Source: an optimization exercise on an open RTL-to-GDS flow (aim: small area, a short achievable clock period and few clock cycles per item). Production flows keep margins and buffers that such runs may drop. At most, simulation tests tie the RTL to the original design; equivalence was not proved. No functional check of the RTL was part of runs 1, 5 and 6. Power figures rest on the tool's default switching activity, not on a simulated workload.

`flow/config.mk`:
```
export PLATFORM = sky130hd
export DESIGN_NAME = chi_bf
export DESIGN_NICKNAME = chi_bf
export VERILOG_FILES = /design/flow/design.v
export SDC_FILE = /design/flow/constraint.sdc
export NUM_CORES = 4
export LEC_CHECK = 0
export CAP_MARGIN = 20
export CORE_MARGIN = 2
export CORE_UTILIZATION = 40
export SETUP_SLACK_MARGIN = 3
export SLEW_MARGIN = 20
```
`flow/flow/run.sh`:
```
#!/bin/bash
# The standard layout, with the smallest buffer on every input and output port
# instead of the resizer's default choice.
set -euo pipefail
export BUFFER_PORTS_ARGS="-buffer_cell sky130_fd_sc_hd__buf_1"
bash standard.sh finish > standard.log 2>&1
```
`flow/standard.sh`:
```
#!/bin/bash
# synth_recipe.tcl (not shown) runs the flow's synth.tcl, then flattens the netlist and writes it again
# the make line also repeats each setting of config.mk as NAME=value (left out here)
make -C /OpenROAD-flow-scripts/flow DESIGN_CONFIG=/design/flow/config.mk WORK_HOME=/design/flow/orfs CLKGATE_MAP_FILE= SYNTH_SCRIPT=/design/flow/synth_recipe.tcl "${@:-finish}"
```
`flow/constraint.sdc`:
```
create_clock -name core_clock -period 12.0 [get_ports {clk}]
set_input_delay 2.4000 -clock core_clock [delete_from_list [all_inputs] [get_ports {clk}]]
set_output_delay 2.4000 -clock core_clock [all_outputs]
set_load 0.01 [all_outputs]
```
`flow/design.v`:
```
module chi_bf (
    input  wire         clk,
    input  wire         rst,           
    input  wire         cmd_valid,
    output wire         cmd_ready,
    input  wire         cmd_setup,     
    input  wire         cmd_dec,       
    input  wire [447:0] cmd_key,       
    input  wire [5:0]   cmd_keylen,    
    input  wire [63:0]  cmd_block,     
    output wire         out_valid,
    output wire [63:0]  out_block,
    output wire [31:0]  sb_raddr,      
    input  wire [127:0] sb_rdata,      
    output wire         sb_init,       
    output wire         sb_we,
    output wire [1:0]   sb_wtab,
    output wire [6:0]   sb_widx,       
    output wire [63:0]  sb_wdata       
);
    function [7:0] p_init_byte;
        input       isb;
        input [3:0] i;
        input [1:0] j;
        begin
            case ({isb, i, j})
                7'b0_0000_00: p_init_byte = 8'h85;
                7'b0_0000_01: p_init_byte = 8'hA3;
                7'b0_0000_10: p_init_byte = 8'h08;
                7'b0_0000_11: p_init_byte = 8'hD3;
                7'b0_0001_00: p_init_byte = 8'h13;
                7'b0_0001_01: p_init_byte = 8'h19;
                7'b0_0001_10: p_init_byte = 8'h8A;
                7'b0_0001_11: p_init_byte = 8'h2E;
                7'b0_0010_00: p_init_byte = 8'h03;
                7'b0_0010_01: p_init_byte = 8'h70;
                7'b0_0010_10: p_init_byte = 8'h73;
                7'b0_0010_11: p_init_byte = 8'h44;
                7'b0_0011_00: p_init_byte = 8'hA4;
                7'b0_0011_01: p_init_byte = 8'h09;
                7'b0_0011_10: p_init_byte = 8'h38;
                7'b0_0011_11: p_init_byte = 8'h22;
                7'b0_0100_00: p_init_byte = 8'h29;
                7'b0_0100_01: p_init_byte = 8'h9F;
                7'b0_0100_10: p_init_byte = 8'h31;
                7'b0_0100_11: p_init_byte = 8'hD0;
                7'b0_0101_00: p_init_byte = 8'h08;
                7'b0_0101_01: p_init_byte = 8'h2E;
                7'b0_0101_10: p_init_byte = 8'hFA;
                7'b0_0101_11: p_init_byte = 8'h98;
                7'b0_0110_00: p_init_byte = 8'hEC;
                7'b0_0110_01: p_init_byte = 8'h4E;
                7'b0_0110_10: p_init_byte = 8'h6C;
                7'b0_0110_11: p_init_byte = 8'h89;
                7'b0_0111_00: p_init_byte = 8'h45;
                7'b0_0111_01: p_init_byte = 8'h28;
                7'b0_0111_10: p_init_byte = 8'h21;
                7'b0_0111_11: p_init_byte = 8'hE6;
                7'b0_1000_00: p_init_byte = 8'h38;
                7'b0_1000_01: p_init_byte = 8'hD0;
                7'b0_1000_10: p_init_byte = 8'h13;
                7'b0_1000_11: p_init_byte = 8'h77;
                7'b0_1001_00: p_init_byte = 8'hBE;
                7'b0_1001_01: p_init_byte = 8'h54;
                7'b0_1001_10: p_init_byte = 8'h66;
                7'b0_1001_11: p_init_byte = 8'hCF;
                7'b0_1010_00: p_init_byte = 8'h34;
                7'b0_1010_01: p_init_byte = 8'hE9;
                7'b0_1010_10: p_init_byte = 8'h0C;
                7'b0_1010_11: p_init_byte = 8'h6C;
                7'b0_1011_00: p_init_byte = 8'hC0;
                7'b0_1011_01: p_init_byte = 8'hAC;
                7'b0_1011_10: p_init_byte = 8'h29;
                7'b0_1011_11: p_init_byte = 8'hB7;
                7'b0_1100_00: p_init_byte = 8'hC9;
                7'b0_1100_01: p_init_byte = 8'h7C;
                7'b0_1100_10: p_init_byte = 8'h50;
                7'b0_1100_11: p_init_byte = 8'hDD;
                7'b0_1101_00: p_init_byte = 8'h3F;
                7'b0_1101_01: p_init_byte = 8'h84;
                7'b0_1101_10: p_init_byte = 8'hD5;
                7'b0_1101_11: p_init_byte = 8'hB5;
                7'b0_1110_00: p_init_byte = 8'hB5;
                7'b0_1110_01: p_init_byte = 8'h47;
                7'b0_1110_10: p_init_byte = 8'h09;
                7'b0_1110_11: p_init_byte = 8'h17;
                7'b0_1111_00: p_init_byte = 8'h92;
                7'b0_1111_01: p_init_byte = 8'h16;
                7'b0_1111_10: p_init_byte = 8'hD5;
                7'b0_1111_11: p_init_byte = 8'hD9;
                7'b1_0000_00: p_init_byte = 8'h89;
                7'b1_0000_01: p_init_byte = 8'h79;
                7'b1_0000_10: p_init_byte = 8'hFB;
                7'b1_0000_11: p_init_byte = 8'h1B;
                7'b1_0001_00: p_init_byte = 8'h89;
                7'b1_0001_01: p_init_byte = 8'h79;
                7'b1_0001_10: p_init_byte = 8'hFB;
                7'b1_0001_11: p_init_byte = 8'h1B;
                7'b1_0010_00: p_init_byte = 8'h89;
                7'b1_0010_01: p_init_byte = 8'h79;
                7'b1_0010_10: p_init_byte = 8'hFB;
                7'b1_0010_11: p_init_byte = 8'h1B;
                7'b1_0011_00: p_init_byte = 8'h89;
                7'b1_0011_01: p_init_byte = 8'h79;
                7'b1_0011_10: p_init_byte = 8'hFB;
                7'b1_0011_11: p_init_byte = 8'h1B;
                7'b1_0100_00: p_init_byte = 8'h89;
                7'b1_0100_01: p_init_byte = 8'h79;
                7'b1_0100_10: p_init_byte = 8'hFB;
                7'b1_0100_11: p_init_byte = 8'h1B;
                7'b1_0101_00: p_init_byte = 8'h89;
                7'b1_0101_01: p_init_byte = 8'h79;
                7'b1_0101_10: p_init_byte = 8'hFB;
                7'b1_0101_11: p_init_byte = 8'h1B;
                7'b1_0110_00: p_init_byte = 8'h89;
                7'b1_0110_01: p_init_byte = 8'h79;
                7'b1_0110_10: p_init_byte = 8'hFB;
                7'b1_0110_11: p_init_byte = 8'h1B;
                7'b1_0111_00: p_init_byte = 8'h89;
                7'b1_0111_01: p_init_byte = 8'h79;
                7'b1_0111_10: p_init_byte = 8'hFB;
                7'b1_0111_11: p_init_byte = 8'h1B;
                7'b1_1000_00: p_init_byte = 8'h24;
                7'b1_1000_01: p_init_byte = 8'h3F;
                7'b1_1000_10: p_init_byte = 8'h6A;
                7'b1_1000_11: p_init_byte = 8'h88;
                7'b1_1001_00: p_init_byte = 8'h24;
                7'b1_1001_01: p_init_byte = 8'h3F;
                7'b1_1001_10: p_init_byte = 8'h6A;
                7'b1_1001_11: p_init_byte = 8'h88;
                7'b1_1010_00: p_init_byte = 8'h24;
                7'b1_1010_01: p_init_byte = 8'h3F;
                7'b1_1010_10: p_init_byte = 8'h6A;
                7'b1_1010_11: p_init_byte = 8'h88;
                7'b1_1011_00: p_init_byte = 8'h24;
                7'b1_1011_01: p_init_byte = 8'h3F;
                7'b1_1011_10: p_init_byte = 8'h6A;
                7'b1_1011_11: p_init_byte = 8'h88;
                7'b1_1100_00: p_init_byte = 8'h24;
                7'b1_1100_01: p_init_byte = 8'h3F;
                7'b1_1100_10: p_init_byte = 8'h6A;
                7'b1_1100_11: p_init_byte = 8'h88;
                7'b1_1101_00: p_init_byte = 8'h24;
                7'b1_1101_01: p_init_byte = 8'h3F;
                7'b1_1101_10: p_init_byte = 8'h6A;
                7'b1_1101_11: p_init_byte = 8'h88;
                7'b1_1110_00: p_init_byte = 8'h24;
                7'b1_1110_01: p_init_byte = 8'h3F;
                7'b1_1110_10: p_init_byte = 8'h6A;
                7'b1_1110_11: p_init_byte = 8'h88;
                7'b1_1111_00: p_init_byte = 8'h24;
                7'b1_1111_01: p_init_byte = 8'h3F;
                7'b1_1111_10: p_init_byte = 8'h6A;
                default: p_init_byte = 8'h88;
            endcase
        end
    endfunction
    function [5:0] kstep;
        input [5:0] v;
        input [5:0] n;
        reg   [6:0] s;
        begin
            s = {1'b0, v} + 7'd4;
            kstep = (s >= {1'b0, n}) ? (s - {1'b0, n}) : s[5:0];
        end
    endfunction
    localparam [2:0] M_IDLE = 3'd0,
                     M_KEY  = 3'd1,
                     M_BLK  = 3'd2,
                     M_SCH  = 3'd3,
                     M_WB   = 3'd4;
    reg [3:0]   ph;          
    reg [511:0] ring;        
    reg [31:0]  pa, pb;      
    reg [31:0]  x;           
    reg [31:0]  r;
    reg         dec;
    reg [2:0]   mode;
    reg         stall;       
    reg [9:0]   ks;          
    reg [2:0]   kc;          
    reg [5:0]   kidx;        
    reg         pend;        
    reg         pend_setup;  
    reg         we_last;     
    reg [8:0]   wl;          
    wire c15 = (ph == 4'd15);
    wire c0  = (ph == 4'd0);
    wire [31:0] s0 = sb_rdata[31:0];
    wire [31:0] s1 = sb_rdata[63:32];
    wire [31:0] s2 = sb_rdata[95:64];
    wire [31:0] s3 = sb_rdata[127:96];
    wire [31:0] f  = ((s0 + s1) ^ s2) + s3;
    reg [31:0] rkey;
    integer    di;
    always @(*) begin
        rkey = ring[31:0] & {32{!dec}};
        for (di = 0; di < 8; di = di + 1)
            rkey = rkey | (ring[32*(15-2*di) +: 32] & {32{dec && ph[2:0] == di[2:0]}});
    end
    wire [31:0] rk   = r ^ rkey;
    wire [31:0] fx   = rk ^ f;                        
    wire [31:0] lw   = x ^ (dec ? pb : pa);           
    wire busy     = (mode == M_BLK || mode == M_SCH) && !stall;
    wire sch_last = (mode == M_SCH) && (ks == 10'd520);
    wire free15   = c15 && (mode == M_IDLE || (!stall && (mode == M_BLK || sch_last)));
    wire key_done = (mode == M_KEY) && (kc == 3'd7) && c15;
    assign cmd_ready = (free15 && pend && !pend_setup) || key_done;
    wire acc_blk   = free15 && pend && !pend_setup && cmd_valid;
    wire start_key = free15 && pend && pend_setup;
    reg [7:0] xb;
    always @(*) begin
        case (wl[8:7])
            2'd0: xb = x[31:24];
            2'd1: xb = x[23:16];
            2'd2: xb = x[15:8];
            default: xb = x[7:0];
        endcase
    end
    wire hz = busy && c0 && we_last && (xb[7:1] == wl[6:0]);
    wire [9:0] sidx = ks - 10'd9;
    assign sb_we    = (mode == M_SCH) && !stall && c15 && (ks >= 10'd9);
    assign sb_wtab  = sidx[8:7];
    assign sb_widx  = sidx[6:0];
    assign sb_wdata = {lw, fx};
    assign sb_init  = (mode == M_KEY) && (kc == 3'd0) && c0;
    assign out_valid = (mode == M_BLK) && !stall && c15;
    assign out_block = {lw, fx};
    wire sel_f = busy && !c15 && !hz;                 
    wire chain = busy && c15 && (mode == M_SCH) && !sch_last;
    reg [31:0] lsrc, kf;
    always @(*) begin
        if (mode == M_KEY)
            lsrc = 32'd0;
        else if (chain)
            lsrc = lw;
        else if (acc_blk)
            lsrc = cmd_block[63:32];
        else
            lsrc = x;
        if (key_done || (chain && ks >= 10'd9) || (mode == M_WB && c15) || (acc_blk && !cmd_dec))
            kf = pb;
        else if (acc_blk)
            kf = pa;
        else
            kf = 32'd0;
    end
    wire [31:0] nx = (f & {32{sel_f}}) ^ (sel_f ? rk : (lsrc ^ kf));
    assign sb_raddr = {nx[7:0], nx[15:8], nx[23:16], nx[31:24]};
    wire [1:0]  lane = kc[2:1];
    wire [4:0]  kcl  = {kc[0], ph};
    wire        kpb  = (kcl == 5'd17) || (kcl == 5'd30);    
    wire [7:0]  kb   = cmd_key[{kidx, 3'b000} +: 8];
    wire [7:0]  nb   = kb ^ p_init_byte(kpb, ph, lane);
    wire [31:0] kbase = kpb ? pa : ring[31:0];
    wire [31:0] krep = {(lane == 2'd0) ? nb : kbase[31:24],
                        (lane == 2'd1) ? nb : kbase[23:16],
                        (lane == 2'd2) ? nb : kbase[15:8],
                        (lane == 2'd3) ? nb : kbase[7:0]};
    wire [4:0] kw = {1'b0, ph} + 5'd1;
    reg        rwr, bwr;
    reg [31:0] wb;
    always @(*) begin
        rwr = 1'b0;
        bwr = 1'b0;
        wb  = krep;
        if (mode == M_KEY) begin
            rwr = (kcl[4] == 1'b0);
            bwr = kpb;
        end else if (mode == M_WB) begin
            if (kw == {ks[3:0], 1'b0}) begin
                rwr = 1'b1;
                wb  = x;
            end else if (kw == {ks[3:0], 1'b1}) begin
                rwr = 1'b1;
                wb  = r;
            end
            if (ks[3:0] == 4'd0 && ph == 4'd2) begin
                bwr = 1'b1;
                wb  = x;
            end else if (ks[3:0] == 4'd8 && ph == 4'd1) begin
                bwr = 1'b1;
                wb  = r;
            end
        end
    end
    always @(posedge clk) begin
        ring <= {(rwr ? wb : ring[31:0]), ring[511:32]};
        pa   <= pb;
        pb   <= bwr ? wb : pa;
        x    <= nx;
        wl   <= sidx[8:0];
        if (mode == M_KEY)
            r <= x;
        else if (busy && !c15)
            r <= hz ? r : x;
        else if (chain)
            r <= fx;
        else if (acc_blk)
            r <= cmd_block[31:0];
        if (acc_blk)
            dec <= cmd_dec;
        else if (key_done)
            dec <= 1'b0;
        if (start_key)
            kidx <= kstep(6'd0, cmd_keylen);
        else if (mode == M_KEY) begin
            if (kcl == 5'd31)
                kidx <= kstep({4'd0, lane + 2'd1}, cmd_keylen);
            else if (kcl == 5'd18)
                kidx <= {4'd0, lane};
            else if (kcl[4] == 1'b0 || kcl == 5'd17)
                kidx <= kstep(kidx, cmd_keylen);
        end
        if (start_key)
            kc <= 3'd0;
        else if (c15)
            kc <= kc + 3'd1;
        if (key_done)
            ks <= 10'd0;
        else if ((mode == M_WB && c15) ||
                 (busy && c15 && mode == M_SCH && ks >= 10'd9 && !sch_last))
            ks <= ks + 10'd1;
        if (rst) begin
            ph         <= 4'd0;
            mode       <= M_IDLE;
            stall      <= 1'b0;
            pend       <= 1'b0;
            pend_setup <= 1'b0;
            we_last    <= 1'b0;
        end else begin
            ph         <= ph + 4'd1;
            pend       <= cmd_valid && !cmd_ready;
            pend_setup <= cmd_setup;
            we_last    <= sb_we;
            if (hz)
                stall <= 1'b1;
            else if (c15)
                stall <= 1'b0;
            if (key_done)
                mode <= M_SCH;
            else if (mode == M_WB && c15)
                mode <= M_SCH;
            else if (busy && c15 && mode == M_SCH && !sch_last)
                mode <= (ks < 10'd9) ? M_WB : M_SCH;
            else if (free15)
                mode <= acc_blk ? M_BLK : (start_key ? M_KEY : M_IDLE);
        end
    end
endmodule
```
==> results of run 1 <==
-- synth_stat cells (6+ instances only) --
| cell type | count | share of area [%] |
|---|---|---|
| ha_1 | 91 | 3.6 |
| a221oi_1 | 52 | 1.4 |
| inv_1 | 40 | 0.47 |
| buf_1 | 19 | 0.22 |
| nor2b_1 | 22 | 0.43 |
| nand4_1 | 16 | 0.31 |
| or2_2 | 6 | 0.12 |
| o21bai_1 | 9 | 0.21 |
| xor2_1 | 92 | 2.5 |
| nand2_1 | 302 | 3.5 |
| xnor2_1 | 181 | 4.9 |
| a211oi_1 | 33 | 0.77 |
| a31oi_1 | 23 | 0.45 |
| o22ai_1 | 39 | 0.76 |
| nand3_1 | 61 | 0.95 |
| nor2_1 | 153 | 1.8 |
| o21ai_0 | 143 | 2.2 |
| a22oi_1 | 139 | 3.3 |
| edfxtp_1 | 39 | 3.7 |
| clkbuf_1 | 148 | 1.7 |
| buf_4 | 73 | 1.7 |
| buf_2 | 26 | 0.41 |
| nor3_1 | 18 | 0.28 |
| nand3b_1 | 9 | 0.21 |
| nor4_1 | 7 | 0.14 |
| o31ai_1 | 12 | 0.28 |
| mux2i_1 | 79 | 2.5 |
| nor3b_1 | 9 | 0.21 |
| o211ai_1 | 12 | 0.28 |
| and2_1 | 13 | 0.25 |
| o21a_1 | 15 | 0.35 |
| mux2_2 | 55 | 1.9 |
| a211o_1 | 10 | 0.27 |
| mux4_2 | 135 | 9.5 |
| nand2b_1 | 23 | 0.45 |
| a21o_1 | 41 | 0.96 |
| and3_1 | 27 | 0.53 |
| a21oi_1 | 242 | 3.8 |
| o21ai_1 | 19 | 0.30 |
| dfxtp_1 | 641 | 40 |
| or3_1 | 8 | 0.16 |
-- worst paths after layout --
check	to
max	sb_raddr[7]
min	ring[51]
max reg2reg	ring[493]
min reg2reg	ring[51]
-- where the power goes --
part / total (mW) / switching (mW) / internal [mW] / leakage (nW)
Clock: 2.20 / 0.931 / 1.27 / 1.13
Combinational: 1.78 / 1.12 / 0.654 / 7.92
Sequential: 2.46 / 0.130 / 2.33 / 5.60
Total: 6.44 / 2.19 / 4.25 / 14.6
-- repair_timing --
action,CTS,global route
gates cloned,0,0
pin swaps,26,43
setup endpoints to repair,41,36
resized for setup,57,67
buffers inserted,27,13
-- area by class of cell --
type	instances	area, um2
Clock inverter	33	439.2
Sequential cell	680	14000
Fill cell	7574	40280
Timing Repair Buffer	916	3849
Clock buffer	89	1881
Tap cell	1050	1314
Inverter	42	157.7
Antenna cell	17	42.54
Multi-Input combinational cell	2165	17160
-- registers in the layout, indices dropped and copies added, names as in the netlist, 6 cells and up --
register,flops
x,32
pa,32
wl,9
kidx,6
pb,32
ring,512
r,32
ks,10
-- logic make-up (layout without fill, tap and decap cells) --
group	count (synthesis)	in the layout	share of synthesized area (%)
XOR/XNOR	273	273	7.462
buffers and inverters	308	1080	4.564
AO/OA/AOI/OAI	840	840	16.78
other	0	17	0
flip-flops	680	680	43.70
AND/OR/NAND/NOR	688	688	9.804
adder cells (fa/ha/maj)	95	95	3.803
multiplexers	269	269	13.89
-- through the flow --
| stage | worst slack [ps] | hold WS, ps | cells | power [mW] | util (%) |
|---|---|---|---|---|---|
| floorplan | 3181 | 309.6 | 3153 | 3.453 | - |
| global placement | 2204 | 309.8 | 4812 | 4.074 | 45.03 |
| detailed placement | 2073 | 312.1 | 4812 | 4.073 | 45.03 |
| finish | 2993 | 309.8 | 4992 | 6.438 | 49.09 |
| CTS | 2976 | 307.5 | 4961 | 6.329 | 48.51 |
| global route | 2839 | 317.1 | 4986 | 6.631 | 49.07 |
-- metal layers --
layer	global-route usage [%]	routed length, um	up-vias
li1	-	-	12930
met1	41.19	54070	14160
met2	49.24	61290	1727
met3	10.56	15650	388
met4	18.31	9006	16
met5	0	97	-
-- layout by cell type (no fill, tap or decap), types with 79 or more instances in the layout --
cell       n
xnor2_1  173
nor2_1   150
buf_4     90
mux2i_1   79
buf_1    812
mux4_2   135
xor2_1    88
ha_1      81
a21oi_1  225
o21ai_0  129
nand2_1  302
a22oi_1  137
dfxtp_1  641
==> flow_summary.json, run 1 <==
{
  "setup.worst_path.start": "sb_rdata[7]",
  "grt_setup_unrepaired": "true",
  "synth_edf_count": 39,
  "ys.flop_type": "dfxtp_1",
  "critPathLaunchType": "primary input",
  "via_count": 29220,
  "cts_sinks": 680,
  "clockBufferDepth": 3,
  "initial_core_util_pct": 40.50,
  "antenna_left": 0,
  "critPathRequiredTime_ps": 9600,
  "async_reset_ff_share_pct": 0,
  "rows": 103,
  "cts_hold_buf": 0,
  "relSlewSlack_pct": 20.79,
  "ys_ff_latch": 680,
  "clk_latency_ps": 640,
  "grt_max_degree": 107,
  "clock-root-buffer": "clkbuf_16",
  "skew_ps": 42.41,
  "crit_family": "compound AO/OA/AOI/OAI gates",
  "path_clk_slew_ps": 60,
  "syn_inst": 3153,
  "cp_common_cell": "a21oi_2",
  "layout_min_cycle_time_ps": 9007,
  "worstPathCellList": "buf_1 > ha_2 > or3_4 > or3_4 > o31ai_4 > buf_6 > o21ai_2 > a21oi_2 > o21bai_1 > a21oi_2 > xnor2_1 > ha_1 > a21oi_2 > nor2b_1 > o21ai_1 > nand2b_1 > a221o_1 > a311oi_2 > nor3_2 > xor2_2 > mux2_4 > buf_1",
  "drt-vias-per-instance": 5.854,
  "peakVddDrop_mv": 0.09027,
  "rrSetupSlack_ps": 6600,
  "ys.warnings.count": 1,
  "period_share_pct": 75.06,
  "nNetsFinal": 4618,
  "numCtsBuffers": 67,
  "finalSetupTns_ps": 0,
  "slew_viol_final": 0,
  "dieArea_um2": 82390,
  "crit_path_end_kind": "output pin",
  "leakagePower_nw": 14.65,
  "dpl.hpwl_mm": 108.5,
  "grt_util_all_layers_pct": 32.66,
  "cp.depth": 22,
  "crit_type": "primary input to output pin",
  "yosysSeqAreaShare_pct": 43.70,
  "grt_pass1_vias": 27490,
  "numPortBuffers": 823,
  "netlist_area_um2": 32040,
  "h-tree-depth": 3,
  "min_from": "ring[83]",
  "hold_viol_final": 0,
  "area_delta_synth_final_pct": 21.23,
  "status": "finished clean",
  "worstMarginPinSlew_ps": 1180,
  "path_max_fanout": 4,
  "cp.arrival_ps": 6610,
  "ios": 824,
  "syn_area_per_cell_um2": 10.16,
  "wire_per_inst_um": 28.07,
  "die_y_um": 287.0,
  "power.density_nw_per_um2": 165.7,
  "gr-total-overflow": 0,
  "min_path_type": "register to register",
  "cpPeakStageDelay_ps": 420,
  "final-setup-viol-count": 0,
  "cts_tree": "yes",
  "post_route_cells_drive_above_1_share_pct": 13.04,
  "fmax_ghz": 0.1110,
  "place_congestion": 1.017,
  "die_x_um": 287.0,
  "post_dp_cell_area_um2": 35630,
  "reg2regPathDepth": 11,
  "rr_startpoint": "kidx[0]",
  "core_um2": 79130,
  "dr.pass1.iters": 8,
  "drv_cap": 0,
  "synth_cell_type_count": 73,
  "crit_slowest_cell": "or3_4",
  "cp_num_buf_inv": 3,
  "antenna_found_initial": 32,
  "post-route-drc-count": 0,
  "holdPathStages": 0,
  "fin_area_um2": 38850,
  "wl_mm": 140.1,
  "drtIter0Drc": 2929,
  "grt_pass1_wl_mm": 193.5,
  "syn_nets": 3899
}
==> run 2, diff against run 1 <==
--- a/flow/design.v
+++ b/flow/design.v
@@ -183,7 +183,6 @@
     reg         pend;        
     reg         pend_setup;  
     reg         we_last;     
-    reg [8:0]   wl;          
     wire c15 = (ph == 4'd15);
     wire c0  = (ph == 4'd0);
     wire [31:0] s0 = sb_rdata[31:0];
@@ -202,7 +201,7 @@
     wire [31:0] fx   = rk ^ f;                        
     wire [31:0] lw   = x ^ (dec ? pb : pa);           
     wire busy     = (mode == M_BLK || mode == M_SCH) && !stall;
-    wire sch_last = (mode == M_SCH) && (ks == 10'd520);
+    wire sch_last = (mode == M_SCH) && (ks == 10'd511);
     wire free15   = c15 && (mode == M_IDLE || (!stall && (mode == M_BLK || sch_last)));
     wire key_done = (mode == M_KEY) && (kc == 3'd7) && c15;
     assign cmd_ready = (free15 && pend && !pend_setup) || key_done;
@@ -210,18 +209,17 @@
     wire start_key = free15 && pend && pend_setup;
     reg [7:0] xb;
     always @(*) begin
-        case (wl[8:7])
+        case (ks[8:7])
             2'd0: xb = x[31:24];
             2'd1: xb = x[23:16];
             2'd2: xb = x[15:8];
             default: xb = x[7:0];
         endcase
     end
-    wire hz = busy && c0 && we_last && (xb[7:1] == wl[6:0]);
-    wire [9:0] sidx = ks - 10'd9;
-    assign sb_we    = (mode == M_SCH) && !stall && c15 && (ks >= 10'd9);
-    assign sb_wtab  = sidx[8:7];
-    assign sb_widx  = sidx[6:0];
+    wire hz = busy && c0 && we_last && (xb[7:1] == ks[6:0]);
+    assign sb_we    = (mode == M_SCH) && !stall && c15 && !ks[9];
+    assign sb_wtab  = ks[8:7];
+    assign sb_widx  = ks[6:0];
     assign sb_wdata = {lw, fx};
     assign sb_init  = (mode == M_KEY) && (kc == 3'd0) && c0;
     assign out_valid = (mode == M_BLK) && !stall && c15;
@@ -237,8 +235,8 @@
         else if (acc_blk)
             lsrc = cmd_block[63:32];
         else
-            lsrc = x;
-        if (key_done || (chain && ks >= 10'd9) || (mode == M_WB && c15) || (acc_blk && !cmd_dec))
+            lsrc = r;            
+        if (key_done || (chain && !ks[9]) || (mode == M_WB && c15) || (acc_blk && !cmd_dec))
             kf = pb;
         else if (acc_blk)
             kf = pa;
@@ -258,6 +256,7 @@
                         (lane == 2'd2) ? nb : kbase[15:8],
                         (lane == 2'd3) ? nb : kbase[7:0]};
     wire [4:0] kw = {1'b0, ph} + 5'd1;
+    wire [3:0] kj = ks[3:0] + 4'd9;      
     reg        rwr, bwr;
     reg [31:0] wb;
     always @(*) begin
@@ -268,19 +267,13 @@
             rwr = (kcl[4] == 1'b0);
             bwr = kpb;
         end else if (mode == M_WB) begin
-            if (kw == {ks[3:0], 1'b0}) begin
-                rwr = 1'b1;
-                wb  = x;
-            end else if (kw == {ks[3:0], 1'b1}) begin
+            if (kw[4:1] == kj) begin
                 rwr = 1'b1;
                 wb  = r;
             end
-            if (ks[3:0] == 4'd0 && ph == 4'd2) begin
+            if ((kj == 4'd0 && ph == 4'd2) || (kj == 4'd8 && ph == 4'd1)) begin
                 bwr = 1'b1;
                 wb  = x;
-            end else if (ks[3:0] == 4'd8 && ph == 4'd1) begin
-                bwr = 1'b1;
-                wb  = r;
             end
         end
     end
@@ -289,15 +282,14 @@
         pa   <= pb;
         pb   <= bwr ? wb : pa;
         x    <= nx;
-        wl   <= sidx[8:0];
         if (mode == M_KEY)
             r <= x;
-        else if (busy && !c15)
-            r <= hz ? r : x;
         else if (chain)
             r <= fx;
         else if (acc_blk)
             r <= cmd_block[31:0];
+        else
+            r <= x;
         if (acc_blk)
             dec <= cmd_dec;
         else if (key_done)
@@ -317,9 +309,8 @@
         else if (c15)
             kc <= kc + 3'd1;
         if (key_done)
-            ks <= 10'd0;
-        else if ((mode == M_WB && c15) ||
-                 (busy && c15 && mode == M_SCH && ks >= 10'd9 && !sch_last))
+            ks <= 10'h3F7;
+        else if ((mode == M_WB && c15) || (busy && c0 && we_last))
             ks <= ks + 10'd1;
         if (rst) begin
             ph         <= 4'd0;
@@ -342,7 +333,7 @@
             else if (mode == M_WB && c15)
                 mode <= M_SCH;
             else if (busy && c15 && mode == M_SCH && !sch_last)
-                mode <= (ks < 10'd9) ? M_WB : M_SCH;
+                mode <= ks[9] ? M_WB : M_SCH;
             else if (free15)
                 mode <= acc_blk ? M_BLK : (start_key ? M_KEY : M_IDLE);
         end
--- a/flow/config.mk
+++ b/flow/config.mk
@@ -8,5 +8,6 @@
 export CAP_MARGIN = 20
 export CORE_MARGIN = 2
 export CORE_UTILIZATION = 40
+export CTS_BUF_LIST = sky130_fd_sc_hd__clkbuf_4
 export SETUP_SLACK_MARGIN = 3
 export SLEW_MARGIN = 20
==> flow_summary.json, run 2 <==
{
  "ys_ff_latch": 671,
  "period_share_pct": 74.89,
  "h-tree-depth": 4,
  "ios": 824,
  "clockBufferDepth": 3,
  "drv_cap": 0,
  "syn_inst": 2959,
  "pre_cts_ws_ps": 2158,
  "crit_path_end_kind": "output pin",
  "ys.warnings.count": 1,
  "syn_area_per_cell_um2": 10.50,
  "syn_nets": 3703,
  "path_max_fanout": 4,
  "netlist_area_um2": 31070,
  "wire_per_inst_um": 28.00,
  "hold_viol_final": 0,
  "leakagePower_nw": 14.42,
  "crit_slowest_cell": "a221o_1",
  "wl_mm": 138.7,
  "min_from": "ring[332]",
  "antenna_found_initial": 36,
  "drt-vias-per-instance": 5.703,
  "rows": 102,
  "final-setup-viol-count": 0,
  "relSlewSlack_pct": 15.77,
  "skew_ps": 66.51,
  "cts_hold_buf": 0,
  "yosysTopAreaCell": "dfxtp_1",
  "die_y_um": 282.7,
  "cp.arrival_ps": 6590,
  "fillers": 7552,
  "worstMarginPinSlew_ps": 1255,
  "drtIter0Drc": 2907,
  "post-route-drc-count": 0,
  "async_reset_ff_share_pct": 0,
  "synth_top_area_share_pct": 42.78,
  "die_x_um": 282.7,
  "core_um2": 77210,
  "regArea_um2": 13500,
  "antenna_left": 0,
  "cp_common_cell": "a21o_1",
  "power.density_nw_per_um2": 185.9,
  "utilization_pct": 48.33,
  "grt_setup_unrepaired": "true",
  "place_congestion": 0.9948,
  "largest_register_ffs": 512,
  "dpl.hpwl_mm": 108.7,
  "cts_sinks": 671,
  "status": "finished clean",
  "cpPeakStageDelay_ps": 400,
  "peakVddDrop_mv": 0.08957,
  "yosysSeqAreaShare_pct": 43.45,
  "synth.top_cells.by_count": "dfxtp_1 (664), a21oi_1 (193), xnor2_1 (183)",
  "rrSetupSlack_ps": 6990,
  "nNetsFinal": 4509,
  "crit_type": "primary input to output pin",
  "critPathRequiredTime_ps": 9600,
  "clk_latency_ps": 1010,
  "critPathLaunchType": "primary input",
  "initial_core_util_pct": 40.25,
  "final_cell_mix": "buf_1 (810), dfxtp_1 (664), clkbuf_4 (231), a21oi_1 (187), xnor2_1 (179)",
  "synth_cell_type_count": 81,
  "min_path_type": "register to register",
  "synth_most_common_cell": "dfxtp_1",
  "final_common_cell": "buf_1",
  "finalSetupTns_ps": 0,
  "path_clk_slew_ps": 70,
  "dieArea_um2": 79930,
  "grt_max_degree": 101,
  "rr_startpoint": "kidx[0]",
  "regMostFlops": "ring",
  "ys.flop_type": "dfxtp_1",
  "synth_edf_count": 7,
  "grt_pass1_vias": 26830,
  "fin_hold_ws_ps": 282.3,
  "grt_util_all_layers_pct": 33.44,
  "area_delta_synth_final_pct": 20.09,
  "fin_ws_ps": 3014,
  "post_route_cells_drive_above_1_share_pct": 15.24,
  "hold_end": "ring[300]",
  "synthTopCellsByArea": "dfxtp_1 (43%), mux4_2 (10%), xnor2_1 (5.2%)",
  "slew_viol_final": 0,
  "numPortBuffers": 823,
  "worstPathCellList": "buf_1 > ha_4 > and3_2 > a221o_1 > a22oi_1 > and3_4 > o221ai_2 > a221oi_2 > buf_4 > xnor2_1 > ha_1 > or2_2 > a21o_1 > a21o_1 > and3_1 > mux2i_1 > nand2_1 > mux2_4 > buf_6",
  "fmax_ghz": 0.1113,
  "holdPathStages": 0,
  "clock-root-buffer": "clkbuf_4",
  "dr.pass1.iters": 6,
  "finalPower_mw": 6.937,
  "layout_min_cycle_time_ps": 8986,
  "grt_pass1_wl_mm": 189.0,
  "reg2regPathDepth": 8,
  "multi_input_area_um2": 16390,
  "r2r_end": "ring[504]",
  "cts_tree": "yes",
  "gr-total-overflow": 0,
  "via_count": 28240,
  "numCtsBuffers": 160
}
[run 2: changes by cell type after synthesis, sizes merged, moves of 25 or more]
cell,previous run,this run
clkbuf,148,113
edfxtp,39,7
mux2,55,15
o21ai,163,124
nand3,61,96
mux2i,79,155
nand2,302,153
a21oi,242,193
inv,40,65
[run 2: cell type report]
class / instances / area share [%]
antenna: 27 / 0.1811
clock inverter: 50 / 0.9656
clock buffer: 231 / 4.647
multi-input combinational: 1966 / 43.93
inverter: 68 / 0.6840
timing repair buffer: 898 / 9.918
tap: 1040 / 3.487
sequential: 671 / 36.18
[run 2: worst max-delay path by stage]
stage                      from            to  slack (ps)  depth (start not counted)
finish              sb_rdata[9]   sb_raddr[4]        3010                         19
global route        sb_rdata[0]   sb_raddr[4]        2870                         22
CTS                 sb_rdata[8]   sb_raddr[4]        3020                         19
detailed placement  sb_rdata[0]  sb_wdata[29]        2160                         19
global placement    sb_rdata[0]  sb_wdata[29]        2220                         19
floorplan           sb_rdata[0]   sb_raddr[5]        3160                         20
[run 2: where the power goes]
| part | internal (mW) | switching [mW] |
|---|---|---|
| clock network | 0.983 | 0.932 |
| logic | 0.873 | 1.62 |
| registers | 2.33 | 0.195 |
| total | 4.19 | 2.75 |
[run 2: cells by family (layout without fill, tap and decap cells)]
kind of cell | count (synthesis) | in the layout | synth area share, %
compound gates | 745 | 745 | 15.91
simple gates | 557 | 557 | 8.363
buf+inv | 322 | 1247 | 5.142
fa+ha+maj | 93 | 93 | 3.841
other cells | 0 | 27 | 0
mux | 314 | 314 | 16.05
xor+xnor | 257 | 257 | 7.244
flops | 671 | 671 | 43.45
[run 2: stage by stage]
| step | cell area (um2) | instances |
|---|---|---|
| 2_1_floorplan | 31070 | 2959 |
| 3_3_place_gp | 34550 | 4618 |
| 3_5_place_dp | 34550 | 4618 |
| 4_1_cts | 36880 | 4909 |
| 5_1_grt | 37310 | 4948 |
| 6_report | 37320 | 4951 |
[run 2: layer usage]
metal  GRT usage [%]  vias to the layer above  part of all wire (%)
li1                -                    12530                     -
met3           9.402                      294                   9.8
met4           22.24                        8                   6.8
met2           49.45                     1573                    44
met1           42.55                    13830                    39
met5               0                        -                  0.11
[run 2: what timing repair did]
item                                    in CTS  in global routing
gates resized for setup                     37                 72
endpoints found under the setup margin      38                 46
endpoints found under the hold margin        0                  0
setup buffers                               10                 14
pin swaps                                   13                 21
[run 2: critical path: cells and delay by family]
kind / cells / cell delay, ps
and+or+nand+nor: 5 / 1130
AOI/OAI and AO/OA: 6 / 1360
buffers and inverters: 3 / 490
adders and majority gates: 2 / 550
xor gates and xnor gates: 1 / 150
muxes: 2 / 500
Testbench counts of run 2, summed over its fixed seeds: cycles 153,344, blocks 3,072.
==> run 3, diff against run 2 <==
--- a/flow/config.mk
+++ b/flow/config.mk
@@ -9,5 +9,5 @@
 export CORE_MARGIN = 2
 export CORE_UTILIZATION = 40
 export CTS_BUF_LIST = sky130_fd_sc_hd__clkbuf_4
-export SETUP_SLACK_MARGIN = 3
+export SETUP_SLACK_MARGIN = 4.5
 export SLEW_MARGIN = 20
==> flow_summary.json, run 3 <==
{
  "utilization_pct": 51.28,
  "clockBufferDepth": 3,
  "syn_nets": 3703,
  "skew_ps": 51.40,
  "dpl.hpwl_mm": 105.6,
  "fin_cells": 5054,
  "syn_inst": 2959,
  "reg2regPathDepth": 11,
  "yosysTopAreaCell": "dfxtp_1",
  "power.density_nw_per_um2": 195.2,
  "via_count": 28740,
  "synth.top_cells.by_count": "dfxtp_1 (664), a21oi_1 (193), xnor2_1 (183)",
  "critPathRequiredTime_ps": 9600,
  "async_reset_ff_share_pct": 0,
  "grt_util_all_layers_pct": 33.33,
  "critPathLaunchType": "primary input",
  "status": "finished clean",
  "synth_most_common_cell": "dfxtp_1",
  "cts_tree": "yes",
  "cts_sinks": 671,
  "grt_pass1_vias": 27700,
  "wire_per_inst_um": 27.30,
  "h-tree-depth": 4,
  "numCtsBuffers": 161,
  "synthTopCellsByArea": "dfxtp_1 (43%), mux4_2 (10%), xnor2_1 (5.2%)",
  "final_common_cell": "buf_1",
  "grt_max_degree": 113,
  "wl_mm": 138.0,
  "min_path_type": "register to register",
  "antenna_found_initial": 41,
  "largest_register_ffs": 512,
  "synth_edf_count": 7,
  "post_route_cells_drive_above_1_share_pct": 22.40,
  "ys.warnings.count": 1,
  "hold_viol_final": 0,
  "netlist_area_um2": 31070,
  "synth_top_area_share_pct": 42.78,
  "peakVddDrop_mv": 0.1208,
  "ios": 824,
  "pre_cts_ws_ps": 2467,
  "relSlewSlack_pct": 24.50,
  "fin_hold_ws_ps": 303.3,
  "holdPathStages": 0,
  "dieArea_um2": 79930,
  "final-setup-viol-count": 0,
  "crit_type": "primary input to output pin",
  "fmax_ghz": 0.1131,
  "post-route-drc-count": 0,
  "worstMarginPinSlew_ps": 1124,
  "drtIter0Drc": 2538,
  "path_clk_slew_ps": 70,
  "yosysSeqAreaShare_pct": 43.45,
  "rrSetupSlack_ps": 6560,
  "antenna_left": 0,
  "cp.arrival_ps": 6440,
  "regMostFlops": "ring",
  "die_y_um": 282.7,
  "final_cell_mix": "buf_1 (743), dfxtp_1 (662), clkbuf_4 (240), a21oi_1 (170)",
  "path_max_fanout": 5,
  "dpl.cell_count": 4617,
  "drv_cap": 0,
  "core_um2": 77210,
  "rows": 102,
  "leakagePower_nw": 15.44,
  "layout_min_cycle_time_ps": 8841,
  "ys.flop_type": "dfxtp_1",
  "place_congestion": 0.9676,
  "grt_setup_unrepaired": "true",
  "finalSetupTns_ps": 0,
  "area_delta_synth_final_pct": 27.41,
  "drt-vias-per-instance": 5.687,
  "synth_cell_type_count": 81,
  "fin_ws_ps": 3159,
  "crit_path_end_kind": "output pin",
  "dr.pass1.iters": 8,
  "syn_area_per_cell_um2": 10.50,
  "initial_core_util_pct": 40.25,
  "numPortBuffers": 823,
  "ys_ff_latch": 671,
  "slew_viol_final": 0,
  "die_x_um": 282.7,
  "period_share_pct": 73.67,
  "gr-total-overflow": 0,
  "clock-root-buffer": "clkbuf_4",
  "clk_latency_ps": 1040,
  "grt_pass1_wl_mm": 189.5,
  "cts_hold_buf": 0,
  "nNetsFinal": 4600
}
-- run 3: cell counts after synthesis --
Identical to the previous run, type by type.
-- run 3: what timing repair did --
action | in CTS | in global routing
buffers inserted | 72 | 44
pin swaps | 57 | 73
endpoints found under the setup margin | 89 | 88
resized for setup | 257 | 145
-- run 3: layout make-up --
type | instances | area [um2]
Timing Repair Buffer | 988 | 4862
Inverter | 68 | 275.3
Sequential cell | 671 | 13510
Fill cell | 7267 | 37620
Multi-Input combinational cell | 1966 | 17450
Clock buffer | 240 | 1802
Tap cell | 1040 | 1301
Antenna cell | 27 | 67.56
Clock inverter | 54 | 329.1
-- run 3: cell families (layout without fill, tap and decap cells) --
kind of cell	after synthesis	after routing	synth area share, %
flops	671	671	43.45
compound gates	745	745	15.91
buf+inv	322	1350	5.142
xor+xnor	257	257	7.244
fa+ha+maj	93	93	3.841
simple gates	557	557	8.363
mux	314	314	16.05
other cells	0	27	0
-- run 3: final timing paths --
| check | startpoint | endpoint |
|---|---|---|
| worst min-delay path | ring[474] | ring[442] |
| worst min register to register | ring[474] | ring[442] |
| worst max register to register | kidx[0] | pb[21] |
| worst max-delay path | sb_rdata[0] | sb_raddr[7] |
-- run 3: report_power, final --
group	total, mW	switching (mW)	internal, mW	leakage (nW)
Sequential	2.52	0.191	2.33	5.51
Clock	1.92	0.962	0.958	1.26
Combinational	3.29	1.83	1.45	8.66
-- run 3: critical path, cell delays in order --
cell and delay [ps]:
buf_6 80, ha_4 130, inv_2 40, fa_2 360
nor2b_4 160, o31ai_4 80, a211o_1 300, and3_4 210
buf_4 150, xnor2_1 150, ha_2 330, a211o_1 290
a21oi_2 140, buf_4 150, a21oi_4 60, o2bb2ai_4 150
a21oi_4 70, a21o_4 270, a311oi_4 330, xor2_2 110
buf_6 160, mux2i_4 170, buf_6 140
-- run 3: routing by layer --
layer  GRT usage (%)  wire length [um]
met5          0.6716               171
met4           22.21              9114
met3           9.806             13600
met2           50.38             62070
met1           41.13             53020
-- run 3: stage by stage --
stage	area (um2)	total power, mW
4_1_cts	38620	7.310
6_report	39590	7.728
3_3_place_gp	34870	4.850
3_5_place_dp	34870	4.845
2_1_floorplan	31440	4.005
5_1_grt	39570	8.002
==> run 4, diff against run 3 <==
--- a/flow/config.mk
+++ b/flow/config.mk
@@ -8,6 +8,5 @@
 export CAP_MARGIN = 20
 export CORE_MARGIN = 2
 export CORE_UTILIZATION = 40
-export CTS_BUF_LIST = sky130_fd_sc_hd__clkbuf_4
-export SETUP_SLACK_MARGIN = 4.5
+export SETUP_SLACK_MARGIN = 3
 export SLEW_MARGIN = 20
==> flow_summary.json, run 4 <==
{
  "status": "finished clean",
  "path_max_fanout": 4,
  "clock-root-buffer": "clkbuf_16",
  "final_common_cell": "buf_1",
  "syn_inst": 2959,
  "power.share.sequential_pct": 35.2,
  "cp_common_cell": "nor2_2",
  "skew_ps": 15.61,
  "grt_pass1_vias": 26110,
  "initial_core_util_pct": 40.25,
  "wire_per_inst_um": 28.77,
  "peakVddDrop_mv": 0.09127,
  "antenna_found_initial": 32,
  "p_switching_mw": 2.714,
  "crit_path_end_kind": "output pin",
  "hold_viol_final": 0,
  "relSlewSlack_pct": 17.53,
  "synth.top_cells.by_count": "dfxtp_1 (664), a21oi_1 (193), xnor2_1 (183)",
  "drt-vias-per-instance": 5.779,
  "syn_nets": 3703,
  "finalPower_mw": 7.169,
  "dr.pass1.iters": 6,
  "layout_min_cycle_time_ps": 8925,
  "crit_type": "primary input to output pin",
  "die_x_um": 282.7,
  "leakagePower_nw": 14.26,
  "power.density_nw_per_um2": 191.4,
  "post-route-drc-count": 0,
  "dpl.hpwl_mm": 108.7,
  "ys.warnings.count": 1,
  "drv_cap": 0,
  "cts_tree": "yes",
  "p_int_mw": 4.455,
  "synth_most_common_cell": "dfxtp_1",
  "cpPeakStageDelay_ps": 450,
  "fillers": 7422,
  "h-tree-depth": 3,
  "async_reset_ff_share_pct": 0,
  "grt_pass1_wl_mm": 187.0,
  "worstPathCellList": "buf_1 > ha_1 > a211oi_2 > o21ai_2 > nor2_2 > nor3b_2 > nor2_2 > o21ai_2 > a21o_1 > a21oi_1 > xnor2_1 > ha_1 > buf_4 > a21oi_1 > nand4_1 > o21a_1 > a221o_2 > mux2i_1 > nor2_2 > mux2_2 > buf_1",
  "final-setup-viol-count": 0,
  "antenna_left": 0,
  "synth_top_area_share_pct": 42.78,
  "core_um2": 77210,
  "ys_ff_latch": 671,
  "critPathRequiredTime_ps": 9600,
  "worstMarginPinSlew_ps": 1228,
  "synth_cell_type_count": 81,
  "area_delta_synth_final_pct": 20.54,
  "swShare_pct": 37.86,
  "cp.arrival_ps": 6530,
  "place_congestion": 0.9948,
  "numCtsBuffers": 66,
  "finalSetupTns_ps": 0,
  "rows": 102,
  "via_count": 27610,
  "grt_util_all_layers_pct": 33.02,
  "crit_slowest_cell": "a221o_2",
  "nNetsFinal": 4415,
  "numPortBuffers": 823,
  "die_y_um": 282.7,
  "ios": 824,
  "yosysTopAreaCell": "dfxtp_1",
  "path_clk_slew_ps": 60,
  "clockBufferDepth": 3,
  "cts_sinks": 671,
  "cts_hold_buf": 0,
  "post_route_cells_drive_above_1_share_pct": 12.08,
  "synth_edf_count": 7,
  "dieArea_um2": 79930,
  "wl_mm": 137.4,
  "comb_power_share_pct": 34.7,
  "netlist_area_um2": 31070,
  "synthTopCellsByArea": "dfxtp_1 (43%), mux4_2 (10%), xnor2_1 (5.2%)",
  "largest_register_ffs": 512,
  "pwr-share-clk_pct": 30.0,
  "grt_setup_unrepaired": "true",
  "drtIter0Drc": 2799,
  "period_share_pct": 74.38,
  "clk_latency_ps": 610,
  "min_path_type": "register to register",
  "grt_max_degree": 101,
  "ys.flop_type": "dfxtp_1",
  "syn_area_per_cell_um2": 10.50,
  "final_cell_mix": "buf_1 (813), dfxtp_1 (664), a21oi_1 (185), xnor2_1 (178), nor2_1 (153)",
  "yosysSeqAreaShare_pct": 43.45,
  "fmax_ghz": 0.1120,
  "critPathLaunchType": "primary input",
  "gr-total-overflow": 0,
  "slew_viol_final": 0,
  "regMostFlops": "ring"
}
[run 4: worst max-delay path: cells and delay by family]
family / cells / cell delay [ps]
mux: 2 / 400
simple gates: 5 / 770
compound gates: 8 / 1730
fa+ha+maj: 2 / 660
buf+inv: 3 / 460
xor+xnor: 1 / 100
[run 4: metal layers]
layer	global-route usage (%)	share of wire [%]	up-vias
met4	19.90	6.7	6
met1	42.36	40	13560
met5	0	0.025	-
met3	8.949	9.7	301
li1	-	-	12230
met2	49.62	44	1526
[run 4: area by class of cell]
class | instances | area, um2 | share of cell area [%]
well taps | 1040 | 1301 | 3.474
diodes | 20 | 50.05 | 0.1336
inverters | 68 | 255.2 | 0.6814
multi-input cells | 1966 | 16420 | 43.85
clock buffers | 83 | 1817 | 4.850
flip-flops and latches | 671 | 13500 | 36.05
clock inverters | 32 | 425.4 | 1.136
repair buffers | 898 | 3681 | 9.827
[run 4: per-stage QoR]
stage	cell area (um2)	hold slack [ps]	std cells	utilization, %	setup WS, ps
final	37460	315.9	4778	48.51	3075
after global routing	37450	324.7	4775	48.50	2862
after CTS	37030	319.3	4743	47.96	3020
after detailed placement	34550	312.1	4618	44.74	2158
after global placement	34550	309.7	4618	44.74	2216
after floorplan	31070	309.6	2959	-	3158
[run 4: power groups by stage]
stage / logic (mW) / clock network, mW / registers (mW)
global route: 2.59 / 2.26 / 2.52
CTS: 2.31 / 2.17 / 2.51
finish: 2.49 / 2.15 / 2.53
floorplan: 1.46 / 0 / 2.46
detailed placement: 2.24 / 0 / 2.56
global placement: 2.25 / 0 / 2.56
[run 4: path summary, 6_finish.rpt]
check | cells after the start | slack (ps) | from | endpoint
min reg2reg | 0 | 320 | ring[474] | ring[442]
max | 21 | 3070 | sb_rdata[1] | sb_raddr[0]
max reg2reg | 8 | 6990 | kidx[0] | ring[504]
min | 0 | 320 | ring[474] | ring[442]
[run 4: cell families after synthesis]
family,count (synthesis),synth area share (%)
AO/OA/AOI/OAI,745,15.91
flip-flops,671,43.45
AND/OR/NAND/NOR,557,8.363
buffers and inverters,322,5.142
multiplexers,314,16.05
XOR/XNOR,257,7.244
adder cells (fa/ha/maj),93,3.841
[run 4: what timing repair did]
item | in CTS | in global routing
pin swaps | 14 | 22
buffers inserted | 10 | 14
gates resized for setup | 37 | 67
endpoints found under the hold margin | 0 | 0
endpoints found under the setup margin | 38 | 45
==> run 5, diff against run 4 <==
--- a/flow/design.v
+++ b/flow/design.v
@@ -189,7 +189,8 @@
     wire [31:0] s1 = sb_rdata[63:32];
     wire [31:0] s2 = sb_rdata[95:64];
     wire [31:0] s3 = sb_rdata[127:96];
-    wire [31:0] f  = ((s0 + s1) ^ s2) + s3;
+    wire [31:0] f;
+    chi_bf_f u_f (.s0(s0), .s1(s1), .s2(s2), .s3(s3), .f(f));
     reg [31:0] rkey;
     integer    di;
     always @(*) begin
@@ -339,3 +340,12 @@
         end
     end
 endmodule
+module chi_bf_f (
+    input  wire [31:0] s0,
+    input  wire [31:0] s1,
+    input  wire [31:0] s2,
+    input  wire [31:0] s3,
+    output wire [31:0] f
+);
+    assign f = ((s0 + s1) ^ s2) + s3;
+endmodule
==> flow/flow/run.sh (replaced) <==
#!/bin/bash
# The standard layout (standard.sh) with two changes:
#  - every input and output port gets a sky130_fd_sc_hd__buf_1 buffer instead of
#    the resizer's default choice (buffer_ports -buffer_cell);
#  - synthesis maps the module chi_bf_f (the Blowfish F function, no registers)
#    with ORFS's abc_area.script, which gives a faster adder chain; the top
#    module is mapped with the usual script. Apart from that one abc call the
#    synthesis is ORFS's synth.tcl and the standard flow's synth_recipe.tcl unchanged, so
#    the registers are the standard synthesis's.
set -euo pipefail
here=$(pwd)
export BUFFER_PORTS_ARGS="-buffer_cell sky130_fd_sc_hd__buf_1"

# synth_f.tcl: ORFS synth.tcl with the abc call split per module
python3 - "$FLOW_HOME/scripts/synth.tcl" "$here/synth_f.tcl" > make_synth.log 2>&1 <<'PY'
import sys
s = open(sys.argv[1]).read()
a = "  log_cmd abc {*}$abc_args\n"
assert s.count(a) == 1
s = s.replace(a, "  set abc_args_f [lreplace $abc_args 1 1 $::env(SCRIPTS_DIR)/abc_area.script]\n"
                 "  log_cmd abc {*}$abc_args_f chi_bf_f\n"
                 "  log_cmd abc {*}$abc_args chi_bf\n")
open(sys.argv[2], "w").write(s)
PY
# my_synth.tcl: synth_recipe.tcl sourcing synth_f.tcl
python3 - "$here/synth_recipe.tcl" "$here/my_synth.tcl" "$here/synth_f.tcl" >> make_synth.log 2>&1 <<'PY'
import sys
s = open(sys.argv[1]).read()
a = "source $::env(SCRIPTS_DIR)/synth.tcl"
assert s.count(a) == 1
s = s.replace(a, "source " + sys.argv[3])
open(sys.argv[2], "w").write(s)
PY
bash standard.sh SYNTH_SCRIPT="$here/my_synth.tcl" finish > standard.log 2>&1
--- a/flow/config.mk
+++ b/flow/config.mk
@@ -8,5 +8,7 @@
 export CAP_MARGIN = 20
 export CORE_MARGIN = 2
 export CORE_UTILIZATION = 40
+export CTS_BUF_LIST = sky130_fd_sc_hd__clkbuf_4
 export SETUP_SLACK_MARGIN = 3
 export SLEW_MARGIN = 20
+export SYNTH_HIERARCHICAL = 1
==> flow_summary.json, run 5 <==
{
  "path_max_fanout": 4,
  "h-tree-depth": 4,
  "dr.pass1.iters": 6,
  "yosysSeqAreaShare_pct": 41.38,
  "wire_per_inst_um": 26.76,
  "final_cell_mix": "buf_1 (816), dfxtp_1 (664), nand2_1 (500), clkbuf_4 (233), nor2_1 (211)",
  "worstMarginPinSlew_ps": 1313,
  "synth_top_area_share_pct": 40.74,
  "holdPathStages": 0,
  "post-route-drc-count": 0,
  "gr-total-overflow": 0,
  "syn_nets": 4235,
  "crit_path_end_kind": "output pin",
  "regArea_um2": 13500,
  "reg2regPathDepth": 11,
  "p_int_mw": 4.091,
  "grt_pass1_vias": 29430,
  "finalPower_mw": 6.749,
  "syn_area_per_cell_um2": 9.358,
  "multi_input_area_um2": 17480,
  "synth_edf_count": 7,
  "pre_cts_ws_ps": 2771,
  "grt_setup_unrepaired": "true",
  "yosysTopAreaCell": "dfxtp_1",
  "grt_max_degree": 93,
  "antenna_left": 0,
  "fin_area_um2": 38690,
  "period_share_pct": 73.37,
  "relSlewSlack_pct": 11.81,
  "min_path_type": "register to register",
  "critPathRequiredTime_ps": 9600,
  "rows": 104,
  "critPathLaunchType": "primary input",
  "cts_sinks": 671,
  "ys_ff_latch": 671,
  "regMostFlops": "ring",
  "dpl.hpwl_mm": 112.7,
  "synth_most_common_cell": "dfxtp_1",
  "via_count": 30980,
  "post_dp_cell_area_um2": 36220,
  "grt_util_met1_pct": 45.69,
  "dieArea_um2": 83880,
  "fmax_ghz": 0.1136,
  "clockBufferDepth": 3,
  "numCtsBuffers": 166,
  "initial_core_util_pct": 40.45,
  "status": "finished clean",
  "pwr-share-clk_pct": 27.9,
  "clock-root-buffer": "clkbuf_4",
  "power.share.sequential_pct": 37.8,
  "synthTopCellsByArea": "dfxtp_1 (41%), mux4_2 (8.4%), nand2_1 (5.9%)",
  "peakVddDrop_mv": 0.1007,
  "synth_cell_type_count": 80,
  "async_reset_ff_share_pct": 0,
  "wl_mm": 146.4,
  "leakagePower_nw": 16.07,
  "cp.arrival_ps": 6400,
  "grt_util_all_layers_pct": 33.97,
  "final_common_cell": "buf_1",
  "antenna_found_initial": 20,
  "final-setup-viol-count": 0,
  "netlist_area_um2": 32630,
  "fillers": 7920,
  "syn_inst": 3487,
  "crit_type": "primary input to output pin",
  "power.density_nw_per_um2": 174.5,
  "skew_ps": 52.36,
  "gr-usage-met3_pct": 9.341,
  "drtIter0Drc": 3083,
  "grt_pass1_wl_mm": 204.0,
  "numPortBuffers": 823,
  "synth.top_cells.by_count": "dfxtp_1 (664), nand2_1 (509), nor2_1 (215)",
  "cts_hold_buf": 0,
  "largest_register_ffs": 512,
  "comb_power_share_pct": 34.3,
  "p_switching_mw": 2.658,
  "nNetsFinal": 5024,
  "area_delta_synth_final_pct": 18.56,
  "cts_tree": "yes",
  "clk_latency_ps": 1010,
  "path_clk_slew_ps": 60,
  "drt-vias-per-instance": 5.664,
  "drv_cap": 0,
  "finalSetupTns_ps": 0,
  "rrSetupSlack_ps": 6870,
  "post_route_cells_drive_above_1_share_pct": 13.46,
  "gr-usage-met2_pct": 51.44,
  "ys.flop_type": "dfxtp_1",
  "swShare_pct": 39.39,
  "fin_ws_ps": 3195,
  "die_y_um": 289.6,
  "top_usage_layer": "met2",
  "layout_min_cycle_time_ps": 8805,
  "die_x_um": 289.6,
  "place_congestion": 1.030,
  "ys.warnings.count": 7,
  "slew_viol_final": 0,
  "core_um2": 80680,
  "ios": 824,
  "hold_viol_final": 0
}
## run 5: cell types whose count changed in the layout (fill, tap and decap cells not counted), sizes merged, moves of 27 or more
cell / delta
nand2: +364
nor2: +59
a31oi: +38
xor2: +60
inv: +124
xnor2: -85
a21o: -27
a211oi: -37
clkinv: +35
clkbuf: +149
## run 5: critical path: stages
cell and delay, ps:
clkbuf_4 170, ha_1 180, inv_1 50, fa_1 390, inv_1 70, nand3_1 80
nand2_2 140, nand2_1 80, nand2_2 90, nand2_1 70, nand2_2 80, xor2_1 300
ha_1 360, a21oi_1 210, nand2_1 110, a21oi_1 170, nand2_2 160, a21oi_4 210
xnor2_1 230, xor2_1 220, xnor2_1 140, mux2i_1 280, buf_1 200
## run 5: power groups by stage
stage	Combinational, mW	Sequential (mW)	Clock, mW
2_1_floorplan	1.46	2.49	0
3_3_place_gp	2.18	2.59	0
3_5_place_dp	2.18	2.59	0
4_1_cts	2.19	2.54	1.91
5_1_grt	2.49	2.55	2.05
6_report	2.31	2.55	1.89
## run 5: stage by stage
step | hold slack, ps | utilization [%] | std cells
2_1_floorplan | 309.6 | - | 3487
3_3_place_gp | 309.5 | 44.89 | 5166
3_5_place_dp | 312.1 | 44.90 | 5166
4_1_cts | 281.1 | 47.47 | 5457
5_1_grt | 284.5 | 47.95 | 5467
6_report | 290.2 | 47.95 | 5469
## run 5: kinds of logic after synthesis
kind of cell    share of synthesized area (%)
simple gates                            13.64
compound gates                          15.19
fa+ha+maj                               3.811
buf+inv                                 6.442
xor+xnor                                6.365
mux                                     13.17
flops                                   41.38
## run 5: metal layers
metal	vias up	share of wire [%]
met4	14	4.1
li1	13970	-
met3	263	10
met5	-	0.060
met2	1731	44
met1	15000	41
## run 5: modules after synthesis (local to each module, per instance)
| module | cells | cell area [um2] | times used |
|---|---|---|---|
| chi_bf_f | 824 | 4464 | 1 |
| chi_bf | 2663 | 28170 | 1 |
## run 5: layout make-up
| class | instances | area share (%) |
|---|---|---|
| inverters | 193 | 1.879 |
| multi-input cells | 2361 | 45.18 |
| flip-flops and latches | 671 | 34.90 |
| clock buffers | 232 | 4.502 |
| clock inverters | 59 | 0.8247 |
| diodes | 10 | 0.06468 |
| well taps | 1060 | 3.428 |
| repair buffers | 883 | 9.217 |
## run 5: repair_timing
item	in CTS	in global routing
buffers inserted	0	2
resized for setup	4	69
endpoints found under the setup margin	51	70
pin swaps	0	2
## run 5: final timing paths
path / startpoint / to
hold / removal: ring[266] / ring[234]
setup reg to reg: ks[0] / x[30]
hold reg to reg: ring[266] / ring[234]
setup / recovery: sb_rdata[0] / sb_raddr[15]
==> run 6, diff against run 5 <==
--- a/flow/design.v
+++ b/flow/design.v
@@ -189,8 +189,6 @@
     wire [31:0] s1 = sb_rdata[63:32];
     wire [31:0] s2 = sb_rdata[95:64];
     wire [31:0] s3 = sb_rdata[127:96];
-    wire [31:0] f;
-    chi_bf_f u_f (.s0(s0), .s1(s1), .s2(s2), .s3(s3), .f(f));
     reg [31:0] rkey;
     integer    di;
     always @(*) begin
@@ -199,7 +197,7 @@
             rkey = rkey | (ring[32*(15-2*di) +: 32] & {32{dec && ph[2:0] == di[2:0]}});
     end
     wire [31:0] rk   = r ^ rkey;
-    wire [31:0] fx   = rk ^ f;                        
+    wire [31:0] fx;                                   
     wire [31:0] lw   = x ^ (dec ? pb : pa);           
     wire busy     = (mode == M_BLK || mode == M_SCH) && !stall;
     wire sch_last = (mode == M_SCH) && (ks == 10'd511);
@@ -244,7 +242,9 @@
         else
             kf = 32'd0;
     end
-    wire [31:0] nx = (f & {32{sel_f}}) ^ (sel_f ? rk : (lsrc ^ kf));
+    wire [31:0] nx;
+    chi_bf_f u_f (.s0(s0), .s1(s1), .s2(s2), .s3(s3), .rk(rk), .alt(lsrc ^ kf),
+                  .sel(sel_f), .fx(fx), .nx(nx));
     assign sb_raddr = {nx[7:0], nx[15:8], nx[23:16], nx[31:24]};
     wire [1:0]  lane = kc[2:1];
     wire [4:0]  kcl  = {kc[0], ph};
@@ -345,7 +345,13 @@
     input  wire [31:0] s1,
     input  wire [31:0] s2,
     input  wire [31:0] s3,
-    output wire [31:0] f
+    input  wire [31:0] rk,
+    input  wire [31:0] alt,
+    input  wire        sel,
+    output wire [31:0] fx,
+    output wire [31:0] nx
 );
-    assign f = ((s0 + s1) ^ s2) + s3;
+    wire [31:0] f = ((s0 + s1) ^ s2) + s3;
+    assign fx = f ^ rk;
+    assign nx = (f & {32{sel}}) ^ (sel ? rk : alt);
 endmodule
==> flow/flow/run.sh (replaced) <==
#!/bin/bash
# The standard layout (standard.sh) with two changes:
#  - every input and output port gets a sky130_fd_sc_hd__buf_1 buffer instead of
#    the resizer's default choice (buffer_ports -buffer_cell);
#  - synthesis maps the module chi_bf_f (the Blowfish F function and the words
#    formed from it; no registers) with flow/abc_f.script, a delay-oriented
#    "map" script with area recovery; the top module is mapped with the usual
#    script. Apart from that one abc call the synthesis is ORFS's synth.tcl and
#    the standard flow's synth_recipe.tcl unchanged, so the registers are the standard
#    synthesis's.
set -euo pipefail
here=$(pwd)
export BUFFER_PORTS_ARGS="-buffer_cell sky130_fd_sc_hd__buf_1"

# synth_f.tcl: ORFS synth.tcl with the abc call split per module
python3 - "$FLOW_HOME/scripts/synth.tcl" "$here/synth_f.tcl" "$here/flow/abc_f.script" \
    > make_synth.log 2>&1 <<'PY'
import sys
s = open(sys.argv[1]).read()
a = "  log_cmd abc {*}$abc_args\n"
assert s.count(a) == 1
s = s.replace(a, "  set abc_args_f [lreplace $abc_args 1 1 " + sys.argv[3] + "]\n"
                 "  log_cmd abc {*}$abc_args_f chi_bf_f\n"
                 "  log_cmd abc {*}$abc_args chi_bf\n")
open(sys.argv[2], "w").write(s)
PY
# my_synth.tcl: synth_recipe.tcl sourcing synth_f.tcl
python3 - "$here/synth_recipe.tcl" "$here/my_synth.tcl" "$here/synth_f.tcl" \
    >> make_synth.log 2>&1 <<'PY'
import sys
s = open(sys.argv[1]).read()
a = "source $::env(SCRIPTS_DIR)/synth.tcl"
assert s.count(a) == 1
s = s.replace(a, "source " + sys.argv[3])
open(sys.argv[2], "w").write(s)
PY
bash standard.sh SYNTH_SCRIPT="$here/my_synth.tcl" finish > standard.log 2>&1
==> flow/flow/abc_f.script (new file) <==
strash
dch
map -B 0.5
topo
stime -c
buffer -c
upsize -c
dnsize -c
==> flow_summary.json, run 6 <==
{
  "status": "finished clean",
  "cts_setup_buffers": 0,
  "setup.worst_path.start": "sb_rdata[0]",
  "layout_min_cycle_time_ps": 8845,
  "area_delta_synth_final_pct": 17.72,
  "core_um2": 80290,
  "cts_sinks": 671,
  "power.share.sequential_pct": 36.3,
  "ys.warnings.count": 7,
  "synth_cell_type_count": 87,
  "antenna_found_initial": 54,
  "synthTopCellsByArea": "dfxtp_1 (41%), mux4_2 (10%), nand2_1 (4.2%)",
  "cp_num_buf_inv": 3,
  "final_common_cell": "buf_1",
  "finalSetupTns_ps": 0,
  "swShare_pct": 43.07,
  "p_int_mw": 3.961,
  "pwr-share-clk_pct": 27.8,
  "ys.flop_type": "dfxtp_1",
  "power.density_nw_per_um2": 182.5,
  "clk_latency_ps": 1030,
  "synth_most_common_cell": "dfxtp_1",
  "netlist_area_um2": 32380,
  "die_y_um": 288.5,
  "syn_nets": 4094,
  "largest_register_ffs": 512,
  "numPortBuffers": 823,
  "cts_tree": "yes",
  "wire_per_inst_um": 31.61,
  "clock-root-buffer": "clkbuf_4",
  "drtIter0Drc": 4446,
  "critPathRequiredTime_ps": 9600,
  "p_switching_mw": 2.997,
  "synth.top_cells.by_count": "dfxtp_1 (664), nand2_1 (365), a21oi_1 (257)",
  "grt_setup_unrepaired": "false",
  "post_dp_cell_area_um2": 35870,
  "antenna_left": 0,
  "grt_pass1_wl_mm": 227.7,
  "crit_family": "compound AO/OA/AOI/OAI gates",
  "wl_mm": 168.6,
  "h-tree-depth": 4,
  "syn_inst": 3350,
  "skew_ps": 75.08,
  "post_route_cells_drive_above_1_share_pct": 12.60,
  "yosysTopAreaCell": "dfxtp_1",
  "synth_top_area_share_pct": 41.05,
  "period_share_pct": 73.70,
  "cpPeakStageDelay_ps": 390,
  "hold_viol_final": 0,
  "cp.arrival_ps": 6440,
  "grt_pass1_vias": 29920,
  "critPathLaunchType": "primary input",
  "fmax_ghz": 0.1131,
  "final_cell_mix": "buf_1 (821), dfxtp_1 (664), nand2_1 (361), a21oi_1 (252), clkbuf_4 (237)",
  "nNetsFinal": 4866,
  "worstPathCellList": "clkbuf_2 > ha_1 > inv_1 > fa_1 > nand3b_1 > nand2_2 > nand2_1 > nand2_1 > a21o_1 > nand3_1 > nand2_1 > xor2_1 > ha_1 > a21oi_1 > a21boi_2 > nand2_1 > a21oi_1 > nand2_1 > nand2_1 > nand4_1 > a31oi_1 > buf_1",
  "relSlewSlack_pct": 22.43,
  "dr.pass1.iters": 8,
  "initial_core_util_pct": 40.33,
  "comb_power_share_pct": 35.9,
  "dieArea_um2": 83240,
  "crit_type": "primary input to output pin",
  "yosysSeqAreaShare_pct": 41.70,
  "place_congestion": 1.039,
  "grt_util_all_layers_pct": 39.32,
  "grt_max_degree": 93,
  "slew_viol_final": 0,
  "dpl.hpwl_mm": 132.9,
  "crit_path_end_kind": "output pin",
  "ios": 824,
  "min_from": "ring[200]"
}
## run 6: area by class of cell
type / count / area [um2]
clock buffers: 237 / 1779
flip-flops and latches: 671 / 13500
multi-input cells: 2292 / 17160
fillers: 7873 / 42170
inverters: 114 / 427.9
well taps: 1060 / 1326
repair buffers: 877 / 3510
diodes: 26 / 65.06
clock inverters: 56 / 341.6
## run 6: power groups by stage
stage	Sequential (mW)	Clock, mW	Combinational, mW
floorplan	2.45	0	1.31
global placement	2.56	0	2.33
detailed placement	2.56	0	2.32
CTS	2.51	1.96	2.34
global route	2.51	2.08	2.54
finish	2.53	1.94	2.50
## run 6: modules after synthesis (local to each module, per instance)
module	copies in the design	cell area (um2)
chi_bf	1	27680
chi_bf_f	1	4700
## run 6: worst reg2reg max path, delay by kind of cell, from the launching register on
family	cells	cell delay [ps]
XOR/XNOR	1	690
AO/OA/AOI/OAI	3	540
multiplexers	2	1080
AND/OR/NAND/NOR	2	710
flip-flops	1	970
buffers and inverters	2	1410
## run 6: repair_timing
action,4_1_cts,5_1_grt
hold buffers,0,0
pin swaps,0,1
gates resized for setup,3,12
setup endpoints to repair,7,35
gates cloned,0,0
## run 6: cells by family after synthesis
logic type / synth area share, %
adders and majority gates: 3.687
muxes: 13.30
xor gates and xnor gates: 6.832
and+or+nand+nor: 11.90
buffers and inverters: 5.727
AOI/OAI and AO/OA: 16.86
DFF: 41.70
## run 6: routing by layer
metal | GRT usage [%] | part of all wire, % | vias to the layer above
met5 | 0 | 0.12 | -
met4 | 21.02 | 6.0 | 32
met3 | 17.05 | 13 | 464
met2 | 54.48 | 40 | 2242
met1 | 51.30 | 40 | 15500
li1 | - | - | 13700
## run 6: path summary, 6_finish.rpt
kind	slack, ps	cells after the start	end
max	3160	22	sb_raddr[7]
min	270	0	ring[168]
max reg2reg	6510	10	pb[21]
min reg2reg	270	0	ring[168]
## run 6: metrics by stage
stage / hold slack (ps) / utilization, % / setup slack (ps) / cells / total power, mW
final: 267.6 / 47.48 / 3155 / 5333 / 6.958
after global routing: 272.5 / 47.42 / 2998 / 5316 / 7.139
after CTS: 266.8 / 47.33 / 2989 / 5307 / 6.798
after detailed placement: 312.1 / 44.67 / 2890 / 5014 / 4.877
after global placement: 309.7 / 44.67 / 2923 / 5014 / 4.889
after floorplan: 309.6 / - / 4267 / 3350 / 3.763

Check on run 6: ideal ports give 3.155 ns setup slack; a clkbuf_16 on the clock port and buf_2 on the inputs give 2.942 ns; moving port delays by the midpoint clock arrival (1.062 ns) as well gives 2.942 ns.
